From an optimization exercise on the open Yosys and OpenROAD flow, aimed at small area, a short achievable clock period and few clock cycles; shortcuts taken in it are not production practice. RTL that was checked went through simulation tests only; none was proved equivalent to the original. Power figures rest on the tool's default switching activity, not on a simulated workload.

## orange
// kmsig_transport
module kmsig_transport (
    input              clk,
    input              rst,
    input              ev_valid,
    output             ev_ready,
    input      [2:0]   ev_type,
    input      [7:0]   ev_data,
    output reg         ans_valid,
    output reg [1:0]   ans_code,
    output reg [7:0]   ans_byte,
    input              init,
    input      [6:0]   init_addr,
    input              dis,
    input              ui_we,
    input      [1:0]   ui_wave,
    input      [63:0]  ui_freq,
    input      [1:0]   chg_clr,
    output             idle,
    output     [1:0]   wave,
    output     [63:0]  freq,
    output     [135:0] str0,
    output     [135:0] str1,
    output     [1:0]   chg
);
export LEC_CHECK = 0
export CAP_MARGIN = 20
export CORE_MARGIN = 2
export CORE_UTILIZATION = 40
export PLACE_DENSITY = 0.6
export SLEW_MARGIN = 20
create_clock -name core_clock -period 6.0 [get_ports {clk}]
run.sh (not shown) runs the stock make flow with config.mk's settings and CLKGATE_MAP_FILE= SYNTH_SCRIPT=/design/flow/synth_recipe.tcl, a recipe that flattens the netlist after the stock synthesis.
In summary, orange completed successfully, with a layout that passed the timing, DRC and antenna checks.
> inputs changed (orange -> green)
diff --git a/flow/config.mk b/flow/config.mk
--- a/flow/config.mk
+++ b/flow/config.mk
@@ -7,0 +8 @@
+export ABC_CLOCK_PERIOD_IN_PS = 3000
@@ -11,0 +13 @@
+export SETUP_SLACK_MARGIN = 2.5
==> run notes <==
The part of the total power dissipated in the clock network of green falls short of that of orange by 4.2 points. Summary of green over orange: worst-case reg-to-reg path depth lost 7.4%, share of cell area taken by flip-flops and latches decreased by 1.8 points relative to the old numbers. Looking at total length of routed met2 wires across green and orange, the one that comes out lower is orange. Per the comparison of green with orange, data arrival time of the critical path decreased 270 ps, worst hold slack increased 33 ps. Looking at HPWL after detailed placement across both flows, green is the weaker of the two, with orange ahead.
No functional check of the RTL was part of any run of this note.

Another version of the RTL of kmsig_transport (not shown whole).
For scale: about 2200 cells after synthesis, ~480 flip-flops, roughly 450 I/O pins, about 22000 um2 of cells after synthesis.
make LEC_CHECK=0 ABC_CLOCK_PERIOD_IN_PS=3000 CAP_MARGIN=20 CORE_MARGIN=2 CORE_UTILIZATION=40 PLACE_DENSITY=0.6 SETUP_SLACK_MARGIN=2.5 SLEW_MARGIN=20 finish   # period 6.0 ns
The starting point completed, yet does not pass: negative setup slack.
==> next run, changes <==
- ABC_CLOCK_PERIOD_IN_PS: 3000 -> not set
- SETUP_SLACK_MARGIN: 2.5 -> not set
- The new run completed, yet does not pass: negative setup slack
- power is lower by about 3%
- sequential power stays flat
- clock skew is lower by 0.013 ns
- non-clock buffer count is lower by 15
- setup slack gets better by 0.046 ns
- combinational power is lower by 8.7%
- synthesized area is unchanged
- cell area is lower by 1.3%
Function was not checked in any run of this note: the RTL went through the layout flow alone.

Another version of the RTL of kmsig_transport (not shown whole).
Size: ~2500 cells after synthesis, about 510 flip-flops.
==> flow/design.v (excerpt) <==
module kmsig_transport (
    input              clk,
    input              rst,
    input              ev_valid,
    output             ev_ready,
    input      [2:0]   ev_type,
    input      [7:0]   ev_data,
    output reg         ans_valid,
    output reg [1:0]   ans_code,
    output reg [7:0]   ans_byte,
    input              init,
    input      [6:0]   init_addr,
    input              dis,
    input              ui_we,
    input      [1:0]   ui_wave,
    input      [63:0]  ui_freq,
    input      [1:0]   chg_clr,
    output             idle,
    output     [1:0]   wave,
    output     [63:0]  freq,
    output     [135:0] str0,
    output     [135:0] str1,
    output     [1:0]   chg
);
    localparam EV_ADDRW  = 3'd0;
    localparam EV_ADDRR  = 3'd1;
    localparam EV_RXBYTE = 3'd2;
    localparam EV_TXBYTE = 3'd3;
    localparam EV_TERM   = 3'd4;
    localparam EV_BUSERR = 3'd5;
    localparam ANS_NONE = 2'd0;
    localparam ANS_ACK  = 2'd1;
    localparam ANS_NACK = 2'd2;
    localparam ANS_OUT  = 2'd3;
    localparam BS_IDLE = 2'd0;
    localparam BS_RX   = 2'd1;
    localparam BS_TX   = 2'd2;
    localparam [33:0] FMAX  = 34'd12500000000;
    localparam [27:0] RMAX  = 28'd134408602;       
    reg        armed;
    reg [6:0]  slave_addr;
    reg [1:0]  bus_state;
    reg [7:0]  rxbuf [0:7];
    reg [3:0]  rxlen;
    reg [7:0]  txbuf [0:3];
    reg        tx4;           
    reg [2:0]  txidx;
    reg [30:0] resp;          
    reg        resp_valid;    
  ...
export LEC_CHECK = 0
export ABC_CLOCK_PERIOD_IN_PS = 3000
export CAP_MARGIN = 20
export CORE_MARGIN = 2
export CORE_UTILIZATION = 40
export PLACE_DENSITY = 0.6
export SETUP_SLACK_MARGIN = 2.5
export SLEW_MARGIN = 20
create_clock -name core_clock -period 6.0 [get_ports {clk}]
standard.sh (not shown) runs the stock make flow with config.mk's settings and CLKGATE_MAP_FILE= SYNTH_SCRIPT=/design/flow/synth_recipe.tcl, a recipe that flattens the netlist after the stock synthesis.
==> flow/flow/run.sh <==
#!/bin/bash
# The standard layout, with the ports buffered by the smallest buffer cell.
set -euo pipefail
bash standard.sh "BUFFER_PORTS_ARGS=-buffer_cell sky130_fd_sc_hd__buf_1" finish > standard_flow.log 2>&1
Testbench counts at the start, summed over its fixed seeds: cycles 13,673.
Edit:
CORE_UTILIZATION = 60   (was 40)
PLACE_DENSITY = 0.7   (was 0.6)
- The new run finished with timing, DRC and antenna clean
- utilization goes up by 23 points
- via count goes up by about 1%
- critical path depth shrinks by 1

run R:
kmsig_transport, a different RTL version from the one above (not shown whole).
For scale: about 500 flip-flops, ~450 I/O pins, ~23000 sq um of cells after synthesis.
## kmsig_transport
module kmsig_transport (
    input              clk,
    input              rst,
    input              ev_valid,
    output             ev_ready,
    input      [2:0]   ev_type,
    input      [7:0]   ev_data,
    output reg         ans_valid,
    output reg [1:0]   ans_code,
    output reg [7:0]   ans_byte,
    input              init,
    input      [6:0]   init_addr,
    input              dis,
    input              ui_we,
    input      [1:0]   ui_wave,
    input      [63:0]  ui_freq,
    input      [1:0]   chg_clr,
    output             idle,
    output     [1:0]   wave,
    output     [63:0]  freq,
    output     [135:0] str0,
    output     [135:0] str1,
    output     [1:0]   chg
);
Settings: LEC_CHECK=0, ABC_CLOCK_PERIOD_IN_PS=3000, CAP_MARGIN=20, CORE_MARGIN=2, CORE_UTILIZATION=40, PLACE_DENSITY=0.6, SETUP_SLACK_MARGIN=2.5, SLEW_MARGIN=20; clock period 6.0 ns.
Scripts as last shown in full above: flow/flow/run.sh
Relative to run R, the following input files were edited for run H:
==> flow/run.sh (new file) <==
#!/bin/bash
# synth_recipe.tcl (not shown) runs the flow's synth.tcl, then flattens the netlist and writes it again
# the make line also repeats each setting of config.mk as NAME=value (left out here)
make -C /OpenROAD-flow-scripts/flow DESIGN_CONFIG=/design/flow/config.mk WORK_HOME=/design/flow/orfs CLKGATE_MAP_FILE= SYNTH_SCRIPT=/design/flow/synth_recipe.tcl finish
removed: flow/flow/run.sh
removed: flow/standard.sh
--- outcome ---
Between run R and run H, the cell count does not differ in any meaningful way.
Layout filler cell count delta for run H relative to run R: 3.7% lower
Lower post-route clock period utilization goes to run R over run H.
Diff run R and run H: routed wirelength normalized by instance count lower in run R
Changes observed in run H relative to run R: layout overhead on the synthesized area increased 11 points; fmax decreased 2.3 MHz.
Going from run R to run H, arrival time at the worst endpoint climbed 0.04 ns; total length of routed met3 wires dropped 4.7%; part of the power in combinational logic dropped 5.8 points; clock insertion delay at the later pin of the skew report climbed 0.02 ns.
When run H is measured against run R, its global-route usage turns out 1.3 points higher.
No functional check of the RTL was part of any run of this note.

## separate check: timing with driven ports
The results above use ideal ports. As a check the final layouts listed here were re-extracted and re-timed, cells and wires unchanged. Step 1 (the two cells are an assumption about what drives the block):
set clk [get_ports {clk}]
set_driving_cell -lib_cell sky130_fd_sc_hd__clkbuf_16 $clk
set_driving_cell -lib_cell sky130_fd_sc_hd__buf_2 [delete_from_list [all_inputs] $clk]
Step 2 adds t to the input delays and takes it off the output delays; t is the mean of the earliest and latest rising clock arrival at the registers after step 1. Input paths then give back, and output paths get back, about the clock's delay inside the block. a / b / c = no drivers / after step 1 / after step 2; a / b = the first two.
run	t, ns	setup WS [ns]	hold slack, ns	pins driven straight from the clock port
orange	0.659	0.268 / 0.268 / 0.268	0.378 / 0.378 / 0.378	1
green	0.652	0.543 / 0.543 / 0.543	0.412 / 0.412 / 0.412	1
the first run of note 2	0.664	-0.223 / -0.223 / -0.223	0.415 / 0.415 / 0.415	1
the second run of note 2	0.645	-0.177 / -0.177 / -0.177	0.413 / 0.413 / 0.413	1
the first run of note 3	0.667	2.450 / 2.450 / 2.018	0.414 / 0.414 / 0.414	1
the second run of note 3	0.655	2.446 / 2.446 / 2.070	0.411 / 0.411 / 0.411	1
run R	0.661	1.453 / 1.453 / 1.453	0.412 / 0.412 / 0.412	1
run H	0.672	1.404 / 1.404 / 1.404	0.419 / 0.419 / 0.419	1
For the first run of note 3, which loses most, drivers alone change the setup slack by 0.000 ns; drivers and shift together by -0.432 ns.
